From an optimization exercise on the open Yosys and OpenROAD flow, aimed at small area; shortcuts taken in it are not production practice.
Function was checked by simulation only, so behaviour that the tests miss may differ from the original.
Power and IR drop assume default switching activity. The clock port is modelled as an ideal driver; clocking choices that lean on that would not hold on a real chip.

## run A
==> flow/design.v <==
module vospi_crc16 (
    input  wire [15:0] crc_in,
    input  wire [15:0] data,
    output reg  [15:0] crc_out
);
    integer i;
    reg fb;
    always @* begin
        crc_out = crc_in;
        for (i = 15; i >= 0; i = i - 1) begin
            fb      = crc_out[15] ^ data[i];
            crc_out = {crc_out[14:0], 1'b0} ^ (fb ? 16'h1021 : 16'h0000);
        end
    end
endmodule
module vospi_engine #(
    parameter LINE_WIDTH   = 80,
    parameter PPS          = 60,       
    parameter SEGS_MULTI   = 4,        
    parameter MARKER_ID    = 20,
    parameter QUIET_MS     = 200
) (
    input  wire        clk,
    input  wire        rst,
    input  wire        cmd_valid,
    output wire        cmd_ready,
    input  wire [2:0]  cmd_op,
    input  wire [7:0]  cmd_hint,
    input  wire        cfg_ok,
    output wire        cfg_req,
    output reg         rsp_valid,
    output reg  [1:0]  rsp_code,
    output wire        rsp_active,
    input  wire [31:0] now,
    output wire        xfer_start,
    output wire        xfer_abort,
    input  wire        rx_valid,
    output wire        rx_ready,
    input  wire [15:0] rx_data,
    input  wire        pool_avail,
    input  wire [3:0]  pool_slot,
    output wire        acq_take,
    output wire        rel_valid,
    output wire        rel_used,
    output wire [3:0]  rel_slot,
    output wire        mem_we,
    output wire [3:0]  mem_slot,
    output wire [15:0] mem_addr,
    output wire [15:0] mem_wdata
);
    localparam SEG_WORDS = PPS * LINE_WIDTH;
    localparam HALF      = LINE_WIDTH / 2;           
    localparam [7:0] NEG_HALF = 256 - HALF;          
    localparam [6:0] W_CRC = LINE_WIDTH, W_HDR0 = LINE_WIDTH + 1, W_HDR1 = LINE_WIDTH + 2;
    localparam [2:0] OP_INIT = 3'd0, OP_DEINIT = 3'd1, OP_ABORT = 3'd2,
                     OP_RESTART = 3'd3;
    localparam [1:0] RES_OK = 2'd0, RES_ERR_TRANSPORT = 2'd1, RES_ERR_STATE = 2'd2;
    localparam [1:0] S_IDLE = 2'd0, S_COPY = 2'd1, S_DONE = 2'd2, S_SER = 2'd3;
    reg        initialised;
    reg        multi_segment;
    reg        streaming;
    reg        capturing;
    reg [5:0]  exp_pid;
    reg [1:0]  exp_seg;
    reg        slot_valid;
    reg [3:0]  slot;
    reg [15:0] lr_lo, lr_hi;           
    reg [1:0]  state;
    reg [6:0]  widx;                   
    reg [6:0]  rpos;                   
    reg [15:0] crc;
    reg        h_skip;                 
    reg        h_rule2;
    reg        h_bad;                  
    reg        hold_valid;
    reg [15:0] hold;
    reg [15:0] ring [0:LINE_WIDTH-1];
    reg        ser_run;                
    reg        ser_hi;                 
    reg        ser_cmp;                
    reg        ser_rsp;                
    reg        el_brw;                 
    reg        el_acc;                 
    wire idle     = (state == S_IDLE);
    wire last_pos = (rpos == LINE_WIDTH - 1);
    wire [7:0] rdiff   = {1'b0, rpos} - {1'b0, widx};
    wire       at_tail = (rpos == widx);
    wire       at_half = (rdiff == HALF) || (rdiff == NEG_HALF);
    wire       aligned = at_tail || at_half;
    wire   payload    = (widx < LINE_WIDTH);
    assign cmd_ready  = idle;
    wire   cmd_fire   = cmd_valid && idle;
    assign rx_ready   = idle && !cmd_valid &&
                        (!payload || !hold_valid ||
                         (aligned && widx != LINE_WIDTH - 1));
    wire   rx_fire    = rx_valid && rx_ready && streaming;
    wire   is_last    = (widx == W_CRC);
    wire   ins        = idle && streaming && payload &&
                        (hold_valid || (rx_valid && !cmd_valid));
    wire [15:0] ins_data = hold_valid ? hold : rx_data;
    assign rsp_active = initialised && streaming && capturing;
    wire [3:0] bit_j = rpos[3:0];
    wire [4:0] bit_k = {ser_hi, bit_j};
    wire turn_end = (state == S_SER) && ser_run && (bit_j == 4'd15);
    wire ser_end  = turn_end && (ser_hi || !ser_cmp);
    wire n_lo     = now[bit_j];
    wire n_hi     = now[16 + bit_j];
    wire n_bit    = ser_hi ? n_hi : n_lo;
    wire l_bit    = ser_hi ? lr_hi[0] : lr_lo[0];
    wire brw_in   = (bit_k != 5'd0) && el_brw;
    wire d_bit    = n_bit ^ l_bit ^ brw_in;
    wire acc_next = (bit_k < 5'd3) ? 1'b0 :
                    (bit_k == 5'd6 || bit_k == 5'd7) ? (el_acc && d_bit) :
                    (el_acc || d_bit);
    wire quiet_ok = acc_next;          
    wire ser_load = (state == S_SER) && ser_run && !ser_cmp;
    always @(posedge clk) begin
        lr_lo  <= {ser_load ? n_lo : lr_lo[0], lr_lo[15:1]};
        lr_hi  <= {ser_load ? n_hi : lr_hi[0], lr_hi[15:1]};
        el_brw <= (!n_bit && l_bit) || (!(n_bit ^ l_bit) && brw_in);
        el_acc <= acc_next;
    end
    wire [15:0] crc_next;
    vospi_crc16 u_crc (
        .crc_in ((widx == W_HDR0) ? 16'h0000 : crc),
        .data   (rx_data),
        .crc_out(crc_next)
    );
    wire crc_ok = (crc_next == 16'h0000);
    wire [11:0] pkt_id  = rx_data[11:0];
    wire [2:0]  seg_raw = rx_data[14:12];
    wire c_dontcare = (pkt_id[11:8] == 4'hF);
    wire c_rule1    = (exp_pid == 6'd0) && (pkt_id != 12'd0);
    wire c_marker   = multi_segment && (pkt_id == MARKER_ID);
    wire c_rule2    = c_marker && (exp_seg == 2'd0) && (seg_raw != 3'd1);
    wire c_bad      = (pkt_id != {6'd0, exp_pid}) ||
                      (c_marker && (seg_raw != {1'b0, exp_seg} + 3'd1));
    wire ev        = rx_fire && is_last && initialised && capturing && !h_skip;
    wire ev_desync = ev && !h_rule2 && (h_bad || !crc_ok);
    wire ev_accept = ev && !h_rule2 && !h_bad && crc_ok;
    wire ev_acq    = ev_accept && !slot_valid && pool_avail;
    wire pid_wrap   = (exp_pid == PPS - 1);
    wire frame_done = pid_wrap && (!multi_segment || exp_seg == SEGS_MULTI - 1);
    wire done       = (state == S_DONE);
    assign cfg_req    = cmd_fire && (cmd_op == OP_INIT) && !initialised;
    assign xfer_abort = (cmd_fire && initialised && streaming &&
                         (cmd_op == OP_DEINIT || cmd_op == OP_ABORT)) || ev_desync;
    assign xfer_start = ser_end && ser_cmp && quiet_ok;
    wire   deinit_rel = cmd_fire && initialised && (cmd_op == OP_DEINIT) && slot_valid;
    assign acq_take  = ev_acq || (done && frame_done && pool_avail);
    assign rel_valid = (done && frame_done) || deinit_rel;
    assign rel_used  = !idle;
    assign rel_slot  = slot;
    wire [10:0] wline = exp_seg * (SEG_WORDS / 16) + exp_pid * (LINE_WIDTH / 16) + rpos[6:4];
    assign mem_we    = (state == S_COPY);
    assign mem_slot  = slot;
    assign mem_addr  = {wline, rpos[3:0], 1'b0};
    assign mem_wdata = ring[LINE_WIDTH-1];
    genvar gi;
    generate
        for (gi = 0; gi < LINE_WIDTH; gi = gi + 1) begin : g_ring
            if (gi == 0) begin : g_ins0
                always @(posedge clk)
                    ring[gi] <= (ins && at_tail) ? ins_data : ring[LINE_WIDTH-1];
            end else if (gi == HALF) begin : g_ins1
                always @(posedge clk)
                    ring[gi] <= (ins && at_half) ? ins_data : ring[gi-1];
            end else begin : g_shift
                always @(posedge clk)
                    ring[gi] <= ring[gi-1];
            end
        end
    endgenerate
    always @(posedge clk) begin
        if (rst || last_pos)
            rpos <= 7'd0;
        else
            rpos <= rpos + 7'd1;
    end
    always @(posedge clk) begin
        rsp_valid  <= 1'b0;
        if (rst) begin
            initialised <= 1'b0;
            streaming   <= 1'b0;
            capturing   <= 1'b0;
            state       <= S_IDLE;
            widx        <= W_HDR0;
            hold_valid  <= 1'b0;
        end else begin
            if (cmd_fire) begin
                rsp_valid <= 1'b1;
                rsp_code  <= RES_OK;
                ser_run   <= 1'b0;
                ser_hi    <= 1'b0;
                ser_cmp   <= 1'b0;
                ser_rsp   <= 1'b1;
                case (cmd_op)
                OP_INIT: begin
                    if (initialised) begin
                        rsp_code <= RES_ERR_STATE;
                    end else begin
                        if (!cfg_ok) begin
                            rsp_code <= RES_ERR_TRANSPORT;
                        end else begin
                            multi_segment <= (cmd_hint > 8'd1);
                            exp_pid       <= 6'd0;
                            exp_seg       <= 2'd0;
                            streaming     <= 1'b0;
                            capturing     <= 1'b0;
                            slot_valid    <= 1'b0;
                            initialised   <= 1'b1;
                            rsp_valid     <= 1'b0;
                            state         <= S_SER;
                        end
                    end
                end
                OP_DEINIT, OP_ABORT: begin
                    if (!initialised) begin
                        rsp_code <= RES_ERR_STATE;
                    end else begin
                        streaming   <= 1'b0;
                        capturing   <= 1'b0;
                        exp_pid     <= 6'd0;
                        exp_seg     <= 2'd0;
                        widx        <= W_HDR0;
                        hold_valid  <= 1'b0;
                        if (cmd_op == OP_DEINIT) begin
                            slot_valid  <= 1'b0;
                            initialised <= 1'b0;
                        end
                        rsp_valid   <= 1'b0;
                        state       <= S_SER;
                    end
                end
                OP_RESTART: begin
                    if (initialised) begin
                        capturing <= 1'b1;
                        if (!streaming) begin
                            ser_cmp   <= 1'b1;
                            rsp_valid <= 1'b0;
                            state     <= S_SER;
                        end
                    end
                end
                default: ;
                endcase
            end
            if (rx_fire) begin
                crc <= crc_next;
                if (!payload)
                    widx <= (widx == W_HDR1) ? 7'd0 : widx + 7'd1;
                if (widx == W_HDR0) begin
                    h_skip  <= c_dontcare || c_rule1;
                    h_rule2 <= c_rule2;
                    h_bad   <= c_bad;
                end
                if (payload && (hold_valid || !aligned)) begin
                    hold       <= rx_data;
                    hold_valid <= 1'b1;
                end
            end
            if (ins && aligned) begin
                widx <= widx + 7'd1;
                if (!rx_fire)
                    hold_valid <= 1'b0;
            end
            if (ev) begin
                if (h_rule2) begin
                    exp_pid <= 6'd0;
                end else if (ev_desync) begin
                    streaming   <= 1'b0;
                    capturing   <= 1'b0;
                    exp_pid     <= 6'd0;
                    exp_seg     <= 2'd0;
                    ser_run     <= 1'b0;
                    ser_hi      <= 1'b0;
                    ser_cmp     <= 1'b0;
                    ser_rsp     <= 1'b0;
                    state       <= S_SER;
                end else if (!slot_valid && !pool_avail) begin
                    capturing <= 1'b0;
                end else begin
                    if (!slot_valid) begin
                        slot_valid <= 1'b1;
                        slot       <= pool_slot;
                    end
                    state <= S_COPY;
                    widx  <= 7'd0;
                end
            end
            case (state)
            S_COPY: begin
                widx <= widx + 7'd1;
                if (widx == LINE_WIDTH - 1) begin
                    state <= S_DONE;
                    widx  <= W_HDR0;
                end
            end
            S_DONE: begin
                state <= S_IDLE;
                if (pid_wrap) begin
                    exp_pid <= 6'd0;
                    if (multi_segment)
                        exp_seg <= exp_seg + 2'd1;
                    if (frame_done) begin
                        if (pool_avail) begin
                            slot <= pool_slot;
                        end else begin
                            slot_valid <= 1'b0;
                            capturing  <= 1'b0;
                        end
                    end
                end else begin
                    exp_pid <= exp_pid + 6'd1;
                end
            end
            S_SER: begin
                if (bit_j == 4'd15)
                    ser_run <= 1'b1;
                if (turn_end)
                    ser_hi <= 1'b1;
                if (ser_end) begin
                    state     <= S_IDLE;
                    rsp_valid <= ser_rsp;
                    if (ser_cmp && quiet_ok) begin
                        streaming  <= 1'b1;
                        widx       <= W_HDR0;
                        hold_valid <= 1'b0;
                    end
                end
            end
            default: ;
            endcase
        end
    end
endmodule
clock: 10.0 ns
lec_check: 0
cap_margin: 20
core_margin: 2
core_utilization: 40
cts_buf_list: sky130_fd_sc_hd__clkbuf_16
cts_cluster_diameter: 70
cts_cluster_size: 36
slew_margin: 20
standard.sh (not shown) runs the stock make flow with config.mk's settings and CLKGATE_MAP_FILE= SYNTH_SCRIPT=/design/flow/synth_recipe.tcl, a recipe that flattens the netlist after the stock synthesis.
==> flow/flow/run.sh <==
#!/bin/bash
set -euo pipefail
export BUFFER_PORTS_ARGS="-buffer_cell sky130_fd_sc_hd__buf_1"
export CTS_ARGS="-sink_clustering_enable -repair_clock_nets -sink_clustering_size 36 -sink_clustering_max_diameter 70 -buf_list sky130_fd_sc_hd__clkbuf_16 -dont_use_dummy_load"
bash standard.sh > flow.log 2>&1
[inputs] run B vs run A
--- a/flow/design.v
+++ b/flow/design.v
@@ -63,9 +63,8 @@
     reg [5:0]  exp_pid;
     reg [1:0]  exp_seg;
     reg        slot_valid;
     reg [3:0]  slot;
-    reg [15:0] lr_lo, lr_hi;           
     reg [1:0]  state;
     reg [6:0]  widx;                   
     reg [6:0]  rpos;                   
     reg [15:0] crc;
@@ -75,9 +74,8 @@
     reg        hold_valid;
     reg [15:0] hold;
     reg [15:0] ring [0:LINE_WIDTH-1];
     reg        ser_run;                
-    reg        ser_hi;                 
     reg        ser_cmp;                
     reg        ser_rsp;                
     reg        el_brw;                 
     reg        el_acc;                 
@@ -98,26 +96,20 @@
     wire   ins        = idle && streaming && payload &&
                         (hold_valid || (rx_valid && !cmd_valid));
     wire [15:0] ins_data = hold_valid ? hold : rx_data;
     assign rsp_active = initialised && streaming && capturing;
-    wire [3:0] bit_j = rpos[3:0];
-    wire [4:0] bit_k = {ser_hi, bit_j};
-    wire turn_end = (state == S_SER) && ser_run && (bit_j == 4'd15);
-    wire ser_end  = turn_end && (ser_hi || !ser_cmp);
-    wire n_lo     = now[bit_j];
-    wire n_hi     = now[16 + bit_j];
-    wire n_bit    = ser_hi ? n_hi : n_lo;
-    wire l_bit    = ser_hi ? lr_hi[0] : lr_lo[0];
+    wire [4:0] bit_k = rpos[4:0];      
+    wire ser_end  = (state == S_SER) && ser_run && (rpos == 7'd31);
+    wire n_bit    = now[bit_k];
+    wire l_bit    = ring[LINE_WIDTH-1][0];
     wire brw_in   = (bit_k != 5'd0) && el_brw;
     wire d_bit    = n_bit ^ l_bit ^ brw_in;
     wire acc_next = (bit_k < 5'd3) ? 1'b0 :
                     (bit_k == 5'd6 || bit_k == 5'd7) ? (el_acc && d_bit) :
                     (el_acc || d_bit);
     wire quiet_ok = acc_next;          
     wire ser_load = (state == S_SER) && ser_run && !ser_cmp;
     always @(posedge clk) begin
-        lr_lo  <= {ser_load ? n_lo : lr_lo[0], lr_lo[15:1]};
-        lr_hi  <= {ser_load ? n_hi : lr_hi[0], lr_hi[15:1]};
         el_brw <= (!n_bit && l_bit) || (!(n_bit ^ l_bit) && brw_in);
         el_acc <= acc_next;
     end
     wire [15:0] crc_next;
@@ -125,9 +117,9 @@
         .crc_in ((widx == W_HDR0) ? 16'h0000 : crc),
         .data   (rx_data),
         .crc_out(crc_next)
     );
-    wire crc_ok = (crc_next == 16'h0000);
+    wire crc_ok = (((widx == W_HDR0) ? 16'h0000 : crc) == rx_data);
     wire [11:0] pkt_id  = rx_data[11:0];
     wire [2:0]  seg_raw = rx_data[14:12];
     wire c_dontcare = (pkt_id[11:8] == 4'hF);
     wire c_rule1    = (exp_pid == 6'd0) && (pkt_id != 12'd0);
@@ -159,10 +151,11 @@
     genvar gi;
     generate
         for (gi = 0; gi < LINE_WIDTH; gi = gi + 1) begin : g_ring
             if (gi == 0) begin : g_ins0
+                wire [15:0] r0_in = (ins && at_tail) ? ins_data : ring[LINE_WIDTH-1];
                 always @(posedge clk)
-                    ring[gi] <= (ins && at_tail) ? ins_data : ring[LINE_WIDTH-1];
+                    ring[gi] <= {r0_in[15:1], ser_load ? n_bit : r0_in[0]};
             end else if (gi == HALF) begin : g_ins1
                 always @(posedge clk)
                     ring[gi] <= (ins && at_half) ? ins_data : ring[gi-1];
             end else begin : g_shift
@@ -190,9 +183,8 @@
             if (cmd_fire) begin
                 rsp_valid <= 1'b1;
                 rsp_code  <= RES_OK;
                 ser_run   <= 1'b0;
-                ser_hi    <= 1'b0;
                 ser_cmp   <= 1'b0;
                 ser_rsp   <= 1'b1;
                 case (cmd_op)
                 OP_INIT: begin
@@ -272,9 +264,8 @@
                     capturing   <= 1'b0;
                     exp_pid     <= 6'd0;
                     exp_seg     <= 2'd0;
                     ser_run     <= 1'b0;
-                    ser_hi      <= 1'b0;
                     ser_cmp     <= 1'b0;
                     ser_rsp     <= 1'b0;
                     state       <= S_SER;
                 end else if (!slot_valid && !pool_avail) begin
@@ -314,12 +305,10 @@
                     exp_pid <= exp_pid + 6'd1;
                 end
             end
             S_SER: begin
-                if (bit_j == 4'd15)
+                if (last_pos)
                     ser_run <= 1'b1;
-                if (turn_end)
-                    ser_hi <= 1'b1;
                 if (ser_end) begin
                     state     <= S_IDLE;
                     rsp_valid <= ser_rsp;
                     if (ser_cmp && quiet_ok) begin
### Flow results
Going from run A to run B, number of iterations in the first detailed-routing pass level, final net count moved down, total power moved down, peak fanout along the critical path moved down, met2 routing resource usage after global routing moved up.
Global-route usage, run B and run A: higher on run B
When run B is measured against run A, its number of logic stages on the critical path including buffering turns out 1 lower.
Any difference in minimum hold slack between run B and run A is small enough to ignore.

-- separate check: timing with driven ports --
The flow's constraints put no driver on any port. The routed layouts listed below were extracted and timed again, unchanged, in two steps. Step 1 (the two cells are an assumption about what drives the block):
set clk [get_ports {clk}]
set_driving_cell -lib_cell sky130_fd_sc_hd__clkbuf_16 $clk
set_driving_cell -lib_cell sky130_fd_sc_hd__buf_2 [delete_from_list [all_inputs] $clk]
Step 2 times the ports against the registers' clock, not the clock port: input delays grow and output delays shrink by t, the midpoint of the rising clock arrivals with the driver on. Slacks: ideal ports / drivers / drivers and shift; pairs: ideal ports / drivers.
| run | t (ns) | setup WS [ns] | hold WS [ns] | worst setup path at the end |
|---|---|---|---|---|
| run A | 0.650 | 2.655 / 2.610 / 2.610 | 0.259 / 0.259 / 0.259 | input to output |
| run B | 0.659 | 3.176 / 3.079 / 3.079 | 0.259 / 0.259 / 0.259 | input to output |
After both steps every run listed still meets setup and hold. The setup slack of run B, which loses most, moves by -0.097 ns with the drivers and by -0.097 ns with both steps.
